This is an optimization exercise on Yosys and OpenROAD, whose aim is small area, a short achievable clock period and few clock cycles, not a production implementation.
No functional check of the RTL was part of any run shown here.
Power and IR drop assume default switching activity.

File: design/flow/flow/run.sh
#!/bin/bash
# Standard ORFS layout (standard synthesis, unchanged). Timing repair aims at a
# larger setup slack than the default so that the achieved period is short.
set -euo pipefail
bash standard.sh SETUP_SLACK_MARGIN=10 finish > standard.log 2>&1
File: design/flow/standard.sh
#!/bin/bash
# synth_recipe.tcl (not shown) runs the flow's synth.tcl, then flattens the netlist and writes it again
# the make line also repeats each setting of config.mk as NAME=value (left out here)
make -C /OpenROAD-flow-scripts/flow DESIGN_CONFIG=/design/flow/config.mk WORK_HOME=/design/flow/orfs CLKGATE_MAP_FILE= SYNTH_SCRIPT=/design/flow/synth_recipe.tcl "${@:-finish}"
File: design/flow/config.mk
export PLATFORM = sky130hd
export DESIGN_NAME = kbd_scan_react
export DESIGN_NICKNAME = kbd_scan_react
export VERILOG_FILES = /design/flow/design.v
export SDC_FILE = /design/flow/constraint.sdc
export NUM_CORES = 8
export LEC_CHECK = 0
export CAP_MARGIN = 20
export CORE_MARGIN = 2
export CORE_UTILIZATION = 40
export PLACE_DENSITY = 0.6
export SLEW_MARGIN = 20
File: design/flow/constraint.sdc
create_clock -name core_clock -period 14.0 [get_ports {clk}]
set_input_delay 2.8000 -clock core_clock [delete_from_list [all_inputs] [get_ports {clk}]]
set_output_delay 2.8000 -clock core_clock [all_outputs]
set_load 0.01 [all_outputs]
File: design/flow/design.v
module kbd_scan_react (
    input  wire        clk,
    input  wire        rst,
    input  wire        cmd_valid,
    input  wire [7:0]  cmd,
    output wire        cmd_ready,
    output reg  [7:0]  row_n,
    input  wire [7:0]  col_n,
    input  wire [31:0] rnd_data,
    output reg         rnd_take,
    output wire [17:0] ev,
    output reg         led_valid,
    output reg  [23:0] led_data,
    output reg         draw_valid,
    output wire [1:0]  draw_sprite,
    output wire [2:0]  fault
);
    localparam [1:0] M_RAINBOW = 2'd0, M_LIGHTNING = 2'd1, M_CHASE = 2'd2, M_CHASE2 = 2'd3;
    localparam [3:0] S_IDLE = 4'd0,
                     S_SCAN = 4'd1,    
                     S_POP  = 4'd2,    
                     S_DBW  = 4'd3,    
                     S_LFW  = 4'd4,    
                     S_LF   = 4'd5,    
                     S_LW0  = 4'd6,    
                     S_LT0  = 4'd7,    
                     S_LW1  = 4'd8,    
                     S_LT1  = 4'd9,    
                     S_LR   = 4'd10,   
                     S_LR2  = 4'd11,   
                     S_LT2  = 4'd12,   
                     S_KW0  = 4'd13,   
                     S_KT0  = 4'd14,   
                     S_KT1  = 4'd15;   
    reg [3:0]  st;
    reg        rdy;
    reg        rdy_ok;       
    reg        f_proto, f_ill;
    reg [2:0]  sc_row;
    reg        row_on;
    reg [2:0]  ic;           
    reg [2:0]   phi;
    reg [63:0]  rs;          
    reg [255:0] rc;          
    reg [63:0]  rsn;         
    reg         lap0;        
    reg [3:0]   pass;        
    reg [7:0]   bvalid;
    reg [7:0]   bkind;
    reg [2:0]   brow;
    reg [7:0]   evrow;
    reg [7:0]   ev_r;        
    reg [59:0] lk;           
    reg [11:0] lt;           
    reg [1:0]  fk;           
    reg        fws;          
    reg [7:0]  ft;
    reg        fpend;        
    reg [6:0]  lcnt;
    reg [3:0]  cidx;
    reg [7:0]  cph;          
    reg [1:0]  mode;
    reg [3:0]  rsel;         
    reg [3:0]  jsel;         
    reg        lb;           
    reg        ltrig;
    reg        ldim;
    reg [7:0]  p0r;          
    reg [9:0]  a_p3;         
    reg [7:0]  a_lo;         
    reg        a_r0, a_r2;   
    reg [4:0]  a_k;          
    reg        a_fl;         
    reg [3:0]  a_d;          
    reg [1:0]  a_m3;         
    reg [1:0]  sprite;
    reg [31:0] dd;           
    reg x_ltf, x_lk, x_lm, x_dt, x_dk, x_lfin, x_lw;
    reg x_prev, x_prev2;     
    reg [7:0]  mbyte;
    reg [3:0]  macc;         
    reg [2:0]  mcnt;
    reg        mvalid;
    reg [3:0]  rj_q;         
    reg        rtrig_q;      
    assign cmd_ready   = rdy;
    assign draw_sprite = sprite;
    assign fault     = {f_proto, f_ill, 1'b0};
    assign ev        = {ev_r[7:6], 5'd0, ev_r[5:3], 5'd0, ev_r[2:0]};
    wire ok     = cmd_valid & rdy_ok;
    wire hi1    = (cmd[7:4] == 4'h1);
    wire hi2    = (cmd[7:4] == 4'h2);
    wire hi3    = (cmd[7:4] == 4'h3);
    wire hi4    = (cmd[7:4] == 4'h4);
    wire lo0    = (cmd[3:0] == 4'h0);
    wire lo1    = (cmd[3:0] == 4'h1);
    wire lo2    = (cmd[3:0] == 4'h2);
    wire a_scan = ok & hi1 & lo0;
    wire a_db   = ok & hi2 & lo0;
    wire a_pop  = ok & hi2 & lo1;
    wire a_lt   = ok & hi3 & lo0;
    wire a_lk   = ok & hi3 & lo1;
    wire a_lf   = ok & hi3 & lo2;
    wire a_lm   = ok & hi3 & (cmd[3:2] == 2'b01);
    wire a_dt   = ok & hi4 & lo0;
    wire a_dk   = ok & hi4 & lo1;
    wire a_ill  = ok & ~((hi1 & lo0) | (hi2 & (lo0 | lo1)) | (hi3 & (lo0 | lo1 | lo2 | (cmd[3:2] == 2'b01))) |
                         (hi4 & (lo0 | lo1)));
    wire [7:0]  u_s   = lap0 ? 8'd0  : rs[7:0];
    wire [31:0] u_c   = lap0 ? 32'd0 : rc[31:0];
    wire [7:0]  u_sn  = lap0 ? 8'd0  : rsn[7:0];
    wire        in_pass = (pass != 4'd0);
    reg  [7:0]  u_s2, u_fire, u_pend;
    reg  [31:0] u_c2;
    reg  [3:0]  uc;
    reg         udif;
    integer k;
    always @* begin
        for (k = 0; k < 8; k = k + 1) begin
            uc   = u_c[4*k +: 4];
            udif = u_sn[k] ^ u_s[k];
            u_fire[k] = udif & (uc == 4'd14);
            u_pend[k] = &uc;
            u_s2[k]   = u_s[k] ^ u_fire[k];
            u_c2[4*k +: 4] = udif ? ((&uc) ? 4'd1 : uc + 4'd1) : 4'd0;
        end
    end
    wire        u_fany   = |u_fire;
    wire [7:0]  lowmask  = (8'd1 << phi) - 8'd1;
    wire        ld_now   = !in_pass && (bvalid == 8'd0) && evrow[phi] && ((evrow & lowmask) == 8'd0);
    wire        q_any    = (bvalid != 8'd0) || (evrow != 8'd0);
    wire [3:0]  p_last   = {1'b0, phi} + pass - 4'd1;
    wire        p_early  = (bvalid != 8'd0) && !p_last[3] && (brow < phi);
    wire        pop_wait = (in_pass && !p_early) || ((bvalid == 8'd0) && (evrow != 8'd0));
    reg [2:0] b_col;
    integer n;
    always @* begin
        b_col = 3'd0;
        for (n = 7; n >= 0; n = n - 1)
            if (bvalid[n]) b_col = n;
    end
    wire b_kind = bkind[b_col];
    wire [2:0] sn_wp = sc_row - phi - 3'd1;
    wire       sample = (st == S_SCAN) && row_on;
    wire frame_x = x_ltf | x_lk | x_lm | x_lfin | x_lw;
    wire lf_ok   = !frame_x && !x_prev && !x_prev2;
    wire lf_go   = (st == S_IDLE) ? (a_lf && lf_ok) : (st == S_LFW && lf_ok);
    wire a_step  = lf_go || (st == S_LF && rsel != 4'd12) || (st == S_LT1);
    wire       f_rb  = (fk == 2'd0);
    wire       f_c2  = (fk == 2'd3);
    wire [3:0] d0    = (f_c2 && cidx >= 4'd6) ? cidx - 4'd6 : cidx;
    wire [7:0] a0_p  = f_rb ? ft : cph - {4'd0, d0};
    wire [9:0] a0_p3 = {2'd0, p0r} + {1'd0, p0r, 1'b0};
    wire [10:0] a_dp3 = f_rb ? (fws ? ((a_m3 == 2'd2) ? 11'd66 : 11'd63) : 11'd0)
                             : (a_d == 4'd0) ? (f_c2 ? -11'd15 : -11'd33) : 11'd3;
    wire [10:0] a_s3  = {1'b0, a_p3} + a_dp3;
    wire [9:0]  a_p3n = {a_s3[10] ? 2'b10 : (a_s3[9:8] == 2'b11) ? 2'b00 : a_s3[9:8], a_s3[7:0]};
    wire        n_fl  = (fk == 2'd1);
    wire        s_r0  = (a_p3n < 10'd255);
    wire        s_r2  = (a_p3n >= 10'd510);
    wire [7:0]  s_3q  = a_p3n[7:0] + {6'd0, s_r2, !s_r0 && !s_r2};
    wire [7:0]  s_lo  = n_fl ? (lt[rsel] ? 8'd128 : 8'd255) : s_3q;
    wire [4:0]  s_k   = f_rb ? 5'd0 : lk[5*rsel +: 5];
    wire        z_r0  = (a0_p3 < 10'd255);
    wire        z_r2  = (a0_p3 >= 10'd510);
    wire [7:0]  z_3q  = a0_p3[7:0] + {6'd0, z_r2, !z_r0 && !z_r2};
    wire [7:0]  z_lo  = n_fl ? (lt[0] ? 8'd128 : 8'd255) : z_3q;
    wire [4:0]  z_k   = f_rb ? 5'd0 : lk[4:0];
    wire [3:0] a_dn  = (a_d == 4'd0) ? (f_c2 ? 4'd5 : 4'd11) : a_d - 4'd1;
    wire [1:0] a_m3n = (a_m3 == 2'd2) ? 2'd0 : a_m3 + 2'd1;
    wire       b_r0  = a_r0;
    wire       b_r2  = a_r2;
    wire [7:0] hi_v  = a_fl ? 8'd255 : ~a_lo;
    wire [8:0] fd    = {a_k, 3'd0} + {2'd0, a_k, 1'b0};    
    wire [9:0] lo_d  = {2'd0, a_lo} - {1'b0, fd};
    wire [9:0] hi_d  = {2'd0, hi_v} - {1'b0, fd};
    wire [7:0] lo_f  = lo_d[9] ? 8'd0 : lo_d[7:0];
    wire [7:0] hi_f  = hi_d[9] ? 8'd0 : hi_d[7:0];
    wire [7:0] c_r   = (a_fl | b_r2) ? lo_f : b_r0 ? hi_f : 8'd0;
    wire [7:0] c_g   = a_fl ? lo_f : b_r0 ? 8'd0 : b_r2 ? hi_f : lo_f;
    wire [7:0] c_b   = (a_fl | !(b_r0 | b_r2)) ? hi_f : b_r0 ? lo_f : 8'd0;
    wire       c_dim = c_r < 8'd100;
    wire [3:0] m15   = (macc == 4'd15) ? 4'd0 : macc;
    wire [2:0] m5    = (m15 >= 4'd10) ? m15 - 4'd10 : (m15 >= 4'd5) ? m15 - 4'd5 : m15;
    wire [1:0] m3    = (m15 >= 4'd12) ? m15 - 4'd12 : (m15 >= 4'd9) ? m15 - 4'd9 :
                       (m15 >= 4'd6) ? m15 - 4'd6 : (m15 >= 4'd3) ? m15 - 4'd3 : m15;
    wire       r_trig = (mbyte[1:0] == 2'd0) && (m5 == 3'd0);
    wire [1:0] m43   = (mbyte[1:0] == 2'd3) ? 2'd0 : mbyte[1:0];
    wire [2:0] jt    = {1'b0, m3} + 3'd3 - {1'b0, m43};
    wire [1:0] jq    = (jt >= 3'd3) ? jt[1:0] - 2'd3 : jt[1:0];
    wire [3:0] r_j   = {jq, mbyte[1:0]};
    wire [5:0] ms1   = {2'd0, macc} + {2'd0, mbyte[7:4]} + {2'd0, mbyte[3:0]};
    wire [4:0] ms2   = {1'b0, ms1[3:0]} + {3'd0, ms1[5:4]};
    wire [3:0] ms3   = ms2[3:0] + {3'd0, ms2[4]};
    wire [3:0] cidx_next = (cidx == 4'd11) ? 4'd0 : cidx + 4'd1;
    wire [3:0] cidx_twin = (cidx_next >= 4'd6) ? cidx_next - 4'd6 : cidx_next + 4'd6;
    wire [6:0] k_last    = (mode == M_CHASE2) ? 7'd99 : 7'd9;
    wire       lt_fire   = (lcnt == k_last);
    wire dd_hit = x_dk ? 1'b0 : x_dt ? (dd == 32'd398) : (dd == 32'd399);
    wire do_pop = !pop_wait && ((st == S_POP) || (st == S_IDLE && a_pop));
    wire chase_upd = x_ltf & mode[1];
    wire l_clear   = x_lm & (mode != M_RAINBOW);
    wire l_fade    = chase_upd | x_lfin;
    reg [59:0] lk_n;
    reg [11:0] lt_n;
    reg        wr;
    integer i;
    always @* begin
        for (i = 0; i < 12; i = i + 1) begin
            wr = ((chase_upd | x_lk) & ((i == cidx_next) || (mode == M_CHASE2 && i == cidx_twin))) |
                 (x_lw & (i == jsel));
            lt_n[i] = (x_lw & (i == jsel)) ? lb : lt[i];
            if (l_clear)
                lk_n[5*i +: 5] = 5'd31;
            else if (wr)
                lk_n[5*i +: 5] = l_fade ? 5'd1 : 5'd0;
            else if (l_fade && lk[5*i +: 5] != 5'd31)
                lk_n[5*i +: 5] = lk[5*i +: 5] + 5'd1;
            else
                lk_n[5*i +: 5] = lk[5*i +: 5];
        end
    end
    always @(posedge clk) begin
        led_data <= {c_g, c_r, c_b};
        p0r  <= a0_p;
        a_p3 <= a_step ? a_p3n : a0_p3;
        a_r0 <= a_step ? s_r0  : z_r0;
        a_r2 <= a_step ? s_r2  : z_r2;
        a_lo <= a_step ? s_lo  : z_lo;
        a_k  <= a_step ? s_k   : z_k;
        a_fl <= n_fl;
        a_d  <= a_step ? a_dn  : d0;
        a_m3 <= a_step ? a_m3n : 2'd0;
        lt <= lt_n;
        rs  <= {in_pass ? u_s2 : u_s, rs[63:8]};
        rc  <= {in_pass ? u_c2 : u_c, rc[255:32]};
        rsn <= {u_sn, rsn[63:8]};
        if (sample)
            rsn[8*sn_wp +: 8] <= ~col_n;
        if (rst) begin
            st <= S_IDLE; rdy <= 1'b1; rdy_ok <= 1'b1;
            f_proto <= 1'b0; f_ill <= 1'b0;
            sc_row <= 3'd0; row_on <= 1'b0; ic <= 3'd0; row_n <= 8'hFF;
            phi <= 3'd0; lap0 <= 1'b1; pass <= 4'd0;
            bvalid <= 8'd0; evrow <= 8'd0; ev_r <= 8'd0;
            lk <= {12{5'd31}}; fk <= 2'd1; fws <= 1'b0; ft <= 8'd255; fpend <= 1'b0;
            lcnt <= 7'd0; cidx <= 4'd0; cph <= 8'd255; mode <= M_RAINBOW;
            rsel <= 4'd1;
            sprite <= 2'd0; dd <= 32'd0;
            x_ltf <= 1'b0; x_lk <= 1'b0; x_lm <= 1'b0;
            x_dt <= 1'b0; x_dk <= 1'b0; x_lfin <= 1'b0; x_lw <= 1'b0; x_prev <= 1'b0; x_prev2 <= 1'b0;
            rnd_take <= 1'b0; led_valid <= 1'b0; draw_valid <= 1'b0;
            mcnt <= 3'd0; macc <= 4'd0; mvalid <= 1'b0;
        end else begin
            x_ltf <= 1'b0; x_lk <= 1'b0; x_lm <= 1'b0;
            x_dt <= 1'b0; x_dk <= 1'b0; x_lfin <= 1'b0; x_lw <= 1'b0;
            x_prev     <= frame_x;
            x_prev2    <= x_prev;
            rnd_take   <= 1'b0;
            led_valid  <= 1'b0;
            draw_valid <= 1'b0;
            if (rnd_take) begin
                mcnt <= 3'd0; macc <= 4'd0; mvalid <= 1'b0;
            end else if (!mvalid) begin
                case (mcnt)
                3'd0: mbyte <= rnd_data[31:24];
                3'd1: mbyte <= rnd_data[23:16];
                3'd2: mbyte <= rnd_data[15:8];
                default: mbyte <= rnd_data[7:0];
                endcase
                if (mcnt != 3'd0 && mcnt != 3'd5)
                    macc <= ms3;
                if (mcnt == 3'd5) begin
                    mvalid <= 1'b1; rj_q <= r_j; rtrig_q <= r_trig;
                end else
                    mcnt <= mcnt + 3'd1;
            end
            ic <= row_on ? 3'd0 : (ic[2] ? 3'd4 : ic + 3'd1);
            phi <= phi + 3'd1;
            if (phi == 3'd7) lap0 <= 1'b0;
            if (in_pass) begin
                pass <= pass - 4'd1;
                if (u_fany) begin
                    if ((bvalid == 8'd0 && evrow == 8'd0) || (bvalid != 8'd0 && phi < brow)) begin
                        if (bvalid != 8'd0) evrow[brow] <= 1'b1;
                        brow <= phi; bvalid <= u_fire; bkind <= u_sn;
                    end else
                        evrow[phi] <= 1'b1;
                end
            end else if (ld_now) begin
                brow <= phi; bvalid <= u_pend; bkind <= u_s;
                evrow[phi] <= 1'b0;
            end
            lk <= lk_n;
            if (x_lm) begin
                if (mode == M_RAINBOW)
                    fpend <= 1'b1;
                else begin
                    fk <= mode; cidx <= 4'd0; cph <= 8'd255;
                end
            end else if (chase_upd | x_lk) begin
                cidx <= cidx_next;
                cph  <= cph + 8'd1;
            end
            if (x_ltf && mode == M_RAINBOW) begin
                fk <= 2'd0;
                if (fpend) begin
                    fws <= 1'b1; ft <= 8'd0; fpend <= 1'b0;
                end else
                    ft <= ft + 8'd1;
            end
            if (x_dk)
                dd <= 32'd0;
            else if (x_dt)
                dd <= dd + 32'd1;
            if (lf_go) begin
                st <= S_LF; rdy <= 1'b0; rdy_ok <= 1'b0;
                led_valid <= 1'b1; rsel <= 4'd2;
            end
            case (st)
            S_IDLE: begin
                if (a_scan) begin
                    st <= S_SCAN; rdy <= 1'b0; rdy_ok <= 1'b0; sc_row <= 3'd0;
                    if (ic >= 3'd3 && !in_pass) begin
                        row_n <= 8'hFE; row_on <= 1'b1;
                    end
                end
                if (a_db) begin
                    if (in_pass) begin
                        st <= S_DBW; rdy <= 1'b0; rdy_ok <= 1'b0;
                    end else if (q_any) begin
                        f_proto <= 1'b1; rdy_ok <= 1'b0;
                    end else
                        pass <= 4'd8;
                end
                if (a_pop && pop_wait) begin
                    st <= S_POP; rdy <= 1'b0; rdy_ok <= 1'b0;
                end
                if (a_lt) begin
                    if (lt_fire) begin
                        lcnt <= 7'd0;
                        if (mode == M_LIGHTNING) begin
                            rdy <= 1'b0; rdy_ok <= 1'b0;
                            if (mvalid) begin
                                st <= S_LT0; rnd_take <= 1'b1; ltrig <= rtrig_q;
                            end else
                                st <= S_LW0;
                        end else
                            x_ltf <= 1'b1;
                    end else
                        lcnt <= lcnt + 7'd1;
                end
                if (a_lk) begin
                    if (mode == M_LIGHTNING) begin
                        rdy <= 1'b0; rdy_ok <= 1'b0;
                        if (mvalid) begin
                            st <= S_KT0; rnd_take <= 1'b1;
                        end else
                            st <= S_KW0;
                    end else if (mode == M_CHASE)
                        x_lk <= 1'b1;
                end
                if (a_lf && !lf_go) begin
                    st <= S_LFW; rdy <= 1'b0; rdy_ok <= 1'b0;
                end
                if (a_lm) begin
                    mode <= cmd[1:0]; lcnt <= 7'd0; x_lm <= 1'b1;
                end
                if (a_dt) begin
                    x_dt <= 1'b1;
                    if (dd_hit) begin
                        sprite <= 2'd0; draw_valid <= 1'b1;
                    end
                end
                if (a_dk) begin
                    x_dk <= 1'b1;
                    sprite      <= (sprite == 2'd1) ? 2'd2 : 2'd1;
                    draw_valid  <= 1'b1;
                end
                if (a_ill) begin
                    f_ill <= 1'b1; rdy_ok <= 1'b0;
                end
            end
            S_SCAN: begin
                if (row_on) begin
                    row_n  <= 8'hFF;
                    row_on <= 1'b0;
                    sc_row <= sc_row + 3'd1;
                    if (sc_row == 3'd7) begin
                        st <= S_IDLE; rdy <= 1'b1; rdy_ok <= 1'b1;
                    end
                end else if (ic >= 3'd3 && !in_pass) begin
                    row_n  <= ~(8'd1 << sc_row);
                    row_on <= 1'b1;
                end
            end
            S_DBW: begin
                if (!in_pass) begin
                    st <= S_IDLE; rdy <= 1'b1;
                    if (q_any)
                        f_proto <= 1'b1;
                    else begin
                        pass <= 4'd8; rdy_ok <= 1'b1;
                    end
                end
            end
            S_POP: if (!pop_wait) begin
                st <= S_IDLE; rdy <= 1'b1; rdy_ok <= 1'b1;
            end
            S_LF: begin
                led_valid <= 1'b1;
                if (rsel == 4'd12) begin
                    st <= S_IDLE; rdy <= 1'b1; rdy_ok <= 1'b1; rsel <= 4'd1;
                end else
                    rsel <= rsel + 4'd1;
            end
            S_LW0: begin
                if (mvalid) begin
                    st <= S_LT0; rnd_take <= 1'b1; ltrig <= rtrig_q;
                end
            end
            S_LT0: begin
                if (ltrig)
                    st <= S_LW1;
                else begin
                    st <= S_IDLE; rdy <= 1'b1; rdy_ok <= 1'b1; x_lfin <= 1'b1;
                end
            end
            S_LW1: begin
                if (mvalid) begin
                    st <= S_LT1; rnd_take <= 1'b1; rsel <= rj_q;
                end
            end
            S_LT1: begin
                st <= S_LR; rsel <= 4'd1; jsel <= rj_q;
            end
            S_LR: begin
                ldim <= c_dim;
                st <= S_LR2;
            end
            S_LR2: begin
                if (ldim) begin
                    st <= S_LT2; rnd_take <= 1'b1;
                end else begin
                    st <= S_IDLE; rdy <= 1'b1; rdy_ok <= 1'b1; x_lfin <= 1'b1;
                end
            end
            S_LT2: begin
                lb <= rnd_data[0];
                st <= S_IDLE; rdy <= 1'b1; rdy_ok <= 1'b1; x_lfin <= 1'b1; x_lw <= 1'b1;
            end
            S_KW0: begin
                if (mvalid) begin
                    st <= S_KT0; rnd_take <= 1'b1;
                end
            end
            S_KT0: begin
                st <= S_KT1; rnd_take <= 1'b1; jsel <= rj_q;
            end
            S_KT1: begin
                lb <= rnd_data[0];
                st <= S_IDLE; rdy <= 1'b1; rdy_ok <= 1'b1; x_lw <= 1'b1;
            end
            default: ;
            endcase
            if (do_pop) begin
                if (bvalid == 8'd0)
                    ev_r <= 8'd0;
                else begin
                    ev_r <= {1'b1, b_kind, brow, b_col};
                    bvalid[b_col] <= 1'b0;
                    if (b_kind) begin
                        x_dk <= 1'b1;
                        sprite      <= (sprite == 2'd1) ? 2'd2 : 2'd1;
                            draw_valid  <= 1'b1;
                        if (mode == M_LIGHTNING) begin
                            rdy <= 1'b0; rdy_ok <= 1'b0;
                            if (mvalid) begin
                                st <= S_KT0; rnd_take <= 1'b1;
                            end else
                                st <= S_KW0;
                        end else if (mode == M_CHASE)
                            x_lk <= 1'b1;
                    end
                end
            end
        end
    end
endmodule
==> notes.md, run 1 <==
vias in the first global route=about 22000; Sink Count=697; Critical Path AT=4.95 ns; GRT Resource Usage Total=0.192; final number of setup-violating endpoints=0; die area=0.0758 mm^2; Vias/cell=5.45; TritonRoute pass-1 iters=7; H-tree levels=3; initial antenna violation count=0; DR iter-0 viols=1701; clk latency of the worst-skew pair=0.63 ns; PortBufs=98; first-pass GRT wire length=approximately 120 mm; Final ANT Viol Nets=0; Synth warnings=1; Syn-to-layout area delta=19.1%; worst vdd ir=117 uV; RSZ-0062 raised after global routing=yes; Num CTS Buffers=between 70 and 80; post-layout util=0.481; GR Overflow Total=0; residual DRC count=0; Critical path origin=cmd[6]; largest area contributor in the netlist=dfxtp_1; fin crit period=around 4.4 ns; die height=275 um; clk slew on worst S/H paths=0.06 ns; CP required=14.55 ns; startpoint type of the worst setup path=input port; NumNets Final=3380; Hold Crit Class=reg2reg; Cells after Synth=3035; worst r2r dst=a_lo[4]; share of the synthesized area in the top cell type=0.445; sequential cell area fraction in the yosys report=0.488; clk buf depth=3; Post-Syn Area per Cell=9.70 um^2; critical path endpoint category=flop; root buf cell=clkbuf_16; FMAX=between 0.2 and 0.25 GHz; worst r2r src=a_d[0]; pwr dens=144 mW/mm^2; Slew HR=0.234; worst reg-to-reg path cell count=21; status=no timing/DRC/antenna violations; largest net degree at the start of global routing=86; most common flop cell mapped by yosys=dfxtp_1; synthesized area=0.0294 mm^2; area of the multi-input gates=0.0150 mm^2; FF+latch count, synth=697; CTS tree=done; worst setup path class=in2reg; Via Count=22800; Post-synth top cells=654 x dfxtp_1, 279 x nand2_1, 263 x nor2_1; I/O pin count=110; final hold violations=0; Total Wirelength=73.6 mm; total power=0.00504 W; Pleak=13.1 nW; core region area=0.0730 mm^2; Crit Path Max Fanout=6; register-to-register setup slack=~9.7 ns; Seq. cell area=0.0145 mm^2; Slew @ Worst Pin=1.15 ns; max-cap violations=0; asr flop ratio synth=0; max-slew violation count=0; number of synthesized flops with an enable pin=43; Starting Density=0.404; post-DP HPWL=51.0 mm; number of core rows=99; number of library cell types mapped by synthesis=97; Final period util=0.315; Final TNS setup=0 ns; hold buffers post-CTS=0; ranking of synthesized cells by area=dfxtp_1 44%, ha_1 6.6%, edfxtp_1 4.4%; n_diodes=0; Clock Skews=between 0.02 and 0.025 ns; # fillers=6579; Worst Setup EP=st[1]; share of layout cells above drive strength 1=0.140; die width=275 um; Placer Congestion=approximately 0.9; most common cell in the netlist=dfxtp_1; DR WL/cell=17.6 um
==> worst min path at each step <==
stage	start	to	slack, ns	cells after the start
5_1_grt	rs[61]	rs[53]	0.32	0
2_1_floorplan	rc[32]	rc[0]	0.31	0
6_report	rc[138]	rc[106]	0.32	0
3_5_place_dp	rc[57]	rc[25]	0.31	0
3_3_place_gp	rc[54]	rc[22]	0.31	0
4_1_cts	rc[215]	rc[183]	0.32	0
==> cells in the final DEF, fill, tap and decap left out, types with 21 or more instances in the layout <==
cell type / instances
dfxtp_1: 626
nand2_1: 278
nor2_1: 252
a21oi_1: 175
o21ai_0: 168
ha_1: 146
inv_1: 95
nor3_1: 81
nand3_1: 77
clkbuf_16: 77
xor2_1: 76
a22o_1: 61
mux2i_1: 61
buf_4: 59
xnor2_1: 51
edfxtp_1: 43
clkdlybuf4s50_1: 40
and3_1: 33
nand4_1: 33
nor4_1: 32
nor2b_1: 30
a211oi_1: 28
nand2b_1: 27
o211ai_1: 23
buf_2: 23
or3_1: 22
nand3b_1: 21
==> cell type report <==
class	count	share of cell area
clock buffers	100	0.0614
clock inverters	35	0.0143
inverters	101	0.0109
multi-input cells	2113	0.426
flip-flops and latches	697	0.412
well taps	959	0.0342
repair buffers	169	0.0406
==> per-stage QoR <==
step	hold slack, ns	instance area (um^2)	instances	worst slack [ns]
CTS	0.318	34800	4157	9.61
detailed placement	0.312	31400	3981	8.38
global placement	0.310	31400	3981	8.43
finish	0.316	35100	4174	9.59
floorplan	0.310	29800	3045	9.07
global route	0.325	35100	4174	9.43
==> power breakdown <==
group,switching [W],total (W),internal [W]
registers,0.0000407,0.00208,0.00204
clock network,0.000842,0.00207,0.00123
logic,0.000533,0.000888,0.000355
==> registers in the layout, indices dropped and copies added (netlist names), 5 cells and up <==
signal	count
ft	8
a_p3	10
bvalid	8
rsn	64
lt	12
row_n	8
rc	256
led_data	24
cph	8
evrow	8
p0r	8
mbyte	8
bkind	8
a_k	5
rs	64
ev_r	8
lcnt	7
dd	32
lk	60
a_lo	8
==> cells by family (layout without fill, tap and decap cells) <==
logic type               Yosys count  count (layout)  share of synthesized area
AND/OR/NAND/NOR                  997             998                      0.164
buffers and inverters            240             405                     0.0330
XOR/XNOR                         134             134                     0.0399
AO/OA/AOI/OAI                    702             706                      0.157
multiplexers                      92              92                     0.0402
adder cells (fa/ha/maj)          172             172                     0.0772
other                              1              11                   0.000127
flip-flops                       697             697                      0.488
==> layer usage <==
layer	global-route usage	vias to the layer above	wire length [um]
met5	0	-	0
met4	0.0670	0	2620
met3	0.0311	153	3010
met2	0.330	490	35300
met1	0.244	11000	32700
li1	-	11100	-
==> worst max-delay path: stages <==
cell	delay, ns
buf_8	0.10
and4bb_4	0.34
nand3b_1	0.22
nor2_8	0.20
o21bai_4	0.07
or3_4	0.42
or4_4	0.57
o311ai_4	0.22
==> repair_timing <==
| item | CTS | global route |
|---|---|---|
| buffers inserted | 38 | 13 |
| resized for setup | 283 | 73 |
| gates cloned | 3 | 3 |
| endpoints found under the setup margin | 186 | 170 |
| pin swaps | 45 | 28 |
==> run 2: changes to the inputs <==
==> design/flow/flow/run.sh (replaced) <==
#!/bin/bash
# Standard ORFS layout (standard synthesis, unchanged). Timing repair aims at a
# larger setup slack than the default so that the achieved period is short.
set -euo pipefail
bash standard.sh SETUP_SLACK_MARGIN=10 CORE_UTILIZATION=65 PLACE_DENSITY=0.8 finish > standard.log 2>&1
==> run 2 against run 1 <==
  * Synthesized cell count is the same
  * Via count up 5.8%
  * Count of clock-buffer cells in the layout is 3 lower
  * Critical path depth increased by 13
  * Clock power is 6% lower
  * Power is 1.3% lower
  * Global-route usage is 13 points higher
  * Register-to-register slack got worse by 0.36 ns
  * Wire length is 6.6% higher
  * Worst hold slack improved by 0.0034 ns
  * Clock skew fell by 0.012 ns
  * Area after synthesis unchanged
==> notes.md, run 2 <==
GRT Resource Usage Total=0.318 (was 0.192); Final ANT Viol Nets=0 (unchanged); Num CTS Buffers=70 (was 75); critical path endpoint category=flop (unchanged); FF+latch count, synth=697 (unchanged); CP required=14.53 ns (was 14.55 ns); Via Count=24100 (was 22800); Crit path largest cell delay=0.49 ns (was 0.57 ns); die height=217 um (was 275 um); hold buffers post-CTS=0 (unchanged); RSZ-0062 raised after global routing=yes (unchanged); post-route cell area=0.0349 mm^2 (was 0.0351 mm^2); Total Wirelength=78.4 mm (was 73.6 mm); Slew HR=0.0526 (was 0.234); asr flop ratio synth=0 (unchanged); number of synthesized flops with an enable pin=43 (unchanged); PortBufs=98 (unchanged); max-slew violation count=0 (unchanged); first-pass GRT wire length=121 mm (was 118 mm); fin crit period=4.70 ns (was 4.41 ns); Synth warnings=1 (unchanged); H-tree levels=3 (unchanged); share of the synthesized area in the top cell type=0.445 (unchanged); number of library cell types mapped by synthesis=97 (unchanged); worst vdd ir=163 uV (was 117 uV); Clock Skews=0.0128 ns (was 0.0245 ns); final number of setup-violating endpoints=0 (unchanged); sequential cell area fraction in the yosys report=0.488 (unchanged); GR Overflow Total=0 (unchanged); non-filler cells, final=3827 (was 4174); Placer Congestion=0.951 (was 0.888); max-cap violations=0 (unchanged); core region area=0.0445 mm^2 (was 0.0730 mm^2); number of flip-flops in the largest register=256 (unchanged); Reg with most FFs=rc (unchanged); Sink Count=697 (unchanged); residual DRC count=0 (unchanged); final hold violations=0 (unchanged); I/O pin count=110 (unchanged); commonest cells after routing, fill and taps aside=629 x dfxtp_1, 272 x nand2_1, 248 x nor2_1, 168 x o21ai_0, 163 x a21oi_1 (was 626 x dfxtp_1, 278 x nand2_1, 252 x nor2_1, 175 x a21oi_1, 168 x o21ai_0); clk slew on worst S/H paths=0.06 ns (about the same); Critical Path AT=5.23 ns (was 4.95 ns); Vias/cell=6.29 (was 5.45); FMAX=0.213 GHz (was 0.227 GHz); clk buf depth=3 (unchanged); Final period util=0.336 (was 0.315); Crit Path Max Fanout=4 (was 6); worst setup path class=reg2reg (was in2reg); placed cell count=3614 (was 3981); Post-Syn Area per Cell=9.70 um^2 (unchanged); Syn-to-layout area delta=18.5% (was 19.1%); DR WL/cell=20.5 um (was 17.6 um); initial antenna violation count=1 (was 0); dpl cell area=0.0310 mm^2 (was 0.0314 mm^2); vias in the first global route=23300 (was 22400); Post-synth top cells=654 x dfxtp_1, 279 x nand2_1, 263 x nor2_1 (unchanged); largest area contributor in the netlist=dfxtp_1 (unchanged); startpoint type of the worst setup path=flop (was input port); Final TNS setup=0 ns (unchanged); die width=217 um (was 275 um); largest net degree at the start of global routing=85 (was 86); post-DP HPWL=49.7 mm (was 51.0 mm); Top Registers=rc x256, rs x64, rsn x64 (unchanged); slowest cell on the critical path=fa_2 (was or4_4); pwr dens=143 mW/mm^2 (was 144 mW/mm^2); # fillers=2828 (was 6579); critical-path cell list=inv_1 > ha_2 > inv_1 > a21oi_4 > inv_1 > ha_2 > fa_2 > a21oi_4 > a211oi_2 > o211ai_1 > o31ai_4 > o31ai_4 > buf_4 > nor2_2 > or2_4 > ha_4 > a21oi_4 > nor2_1 > xnor2_1 > a211oi_2 > a21oi_1 (was buf_8 > and4bb_4 > nand3b_1 > nor2_8 > o21bai_4 > or3_4 > or4_4 > o311ai_4); status=no timing/DRC/antenna violations (unchanged); die area=0.0470 mm^2 (was 0.0758 mm^2); root buf cell=clkbuf_16 (unchanged); DR iter-0 viols=2568 (was 1701); most common cell in the netlist=dfxtp_1 (unchanged); commonest non-fill, non-tap cell in the layout=dfxtp_1 (unchanged); final setup margin=9.30 ns (was 9.59 ns); clk latency of the worst-skew pair=0.62 ns (was 0.63 ns); synthesized area=0.0294 mm^2 (unchanged); Cells after Synth=3035 (unchanged); Starting Density=0.662 (was 0.404); CTS tree=done (unchanged); Hold Crit Class=reg2reg (unchanged); ranking of synthesized cells by area=dfxtp_1 44%, ha_1 6.6%, edfxtp_1 4.4% (unchanged); Pleak=13.2 nW (was 13.1 nW); most common flop cell mapped by yosys=dfxtp_1 (unchanged); number of core rows=77 (was 99); NumNets Final=3399 (was 3380); Slew @ Worst Pin=1.42 ns (was 1.15 ns); TritonRoute pass-1 iters=7 (unchanged); pre-CTS WS=8.32 ns (was 8.38 ns); share of layout cells above drive strength 1=0.150 (was 0.140)
==> run 2: cell counts after synthesis <==
No cell type changed its count.
==> run 2: critical path: cells and delay by family (launching register included) <==
family / cells / cell delay (ns)
AOI/OAI and AO/OA: 9 / 1.84
xor gates and xnor gates: 1 / 0.39
adders and majority gates: 4 / 1.20
buffers and inverters: 4 / 0.48
DFF: 1 / 0.32
and+or+nand+nor: 3 / 0.39
==> run 2: power by group <==
group	switching, W	internal (W)
clock	0.000809	0.00114
combinational	0.000565	0.000370
sequential	0.0000448	0.00204
==> run 2: logic make-up after synthesis <==
family / count (synthesis) / share of synthesized area
AND/OR/NAND/NOR: 997 / 0.164
AO/OA/AOI/OAI: 702 / 0.157
flip-flops: 697 / 0.488
buffers and inverters: 240 / 0.0330
adder cells (fa/ha/maj): 172 / 0.0772
XOR/XNOR: 134 / 0.0399
multiplexers: 92 / 0.0402
other: 1 / 0.000127
==> run 2: per-layer routing <==
layer,part of all wire,GRT usage,vias up
li1,-,-,11200
met1,0.41,0.413,11600
met2,0.47,0.531,1037
met3,0.074,0.0608,250
met4,0.038,0.115,0
met5,0,0,-
==> run 2: worst paths after layout <==
kind	startpoint	end	slack (ns)	cells after the start
min	rc[57]	rc[25]	0.32	0
min reg2reg	rc[57]	rc[25]	0.32	0
max reg2reg	a_m3[0]	a_lo[5]	9.30	21
max	a_m3[0]	a_lo[5]	9.30	21
==> run 2: final cells by class <==
type                       count  area (um^2)  share of cell area
multi-input combinational   2114        15100               0.434
sequential                   697        14400               0.414
clock buffer                  97         2070              0.0593
timing repair buffer         192         1740              0.0498
tap                          592          741              0.0212
inverter                     101          387              0.0111
clock inverter                33          374              0.0107
antenna                        1         2.50           0.0000717
==> run 2: per-stage QoR <==
| stage | total power, W | util | hold WS [ns] |
|---|---|---|---|
| after floorplan | 0.00270 | - | 0.310 |
| after global placement | 0.00287 | 0.696 | 0.310 |
| after detailed placement | 0.00290 | 0.696 | 0.312 |
| after CTS | 0.00491 | 0.766 | 0.322 |
| after global routing | 0.00515 | 0.784 | 0.326 |
| final | 0.00497 | 0.784 | 0.319 |
==> run 2: what timing repair did <==
action	CTS	global route
setup endpoints to repair	152	124
buffers inserted	40	35
cloned	4	3
pin swaps	46	63
gates resized for setup	252	123

[afterwards: timing with drivers on the ports]
How much do the figures lean on ideal ports? The routed layouts below were timed once more, with nothing changed but the port constraints.
Step 1 (the two cells are an assumption about what drives the block):
set clk [get_ports {clk}]
set_driving_cell -lib_cell sky130_fd_sc_hd__clkbuf_16 $clk
set_driving_cell -lib_cell sky130_fd_sc_hd__buf_2 [delete_from_list [all_inputs] $clk]
Step 2 adds t to the input delays and takes it off the output delays; t is the mean of the earliest and latest rising clock arrival at the registers after step 1. Input paths then give back, and output paths get back, about the clock's delay inside the block.
a / b / c = no drivers / after step 1 / after step 2; a / b = the first two.
| run | shift t [ns] | slack for setup (ns) | slew at the worst register clock pin (ns) |
|---|---|---|---|
| run 1 | 0.684 | 9.592 / 9.614 / 8.930 | 0.06 / 0.06 |
| run 2 | 0.665 | 9.298 / 9.298 / 8.946 | 0.07 / 0.07 |
After both steps setup and hold are still met in every run listed. The setup slack of run 1, which loses most, moves by +0.022 ns with the drivers and by -0.662 ns with both steps.
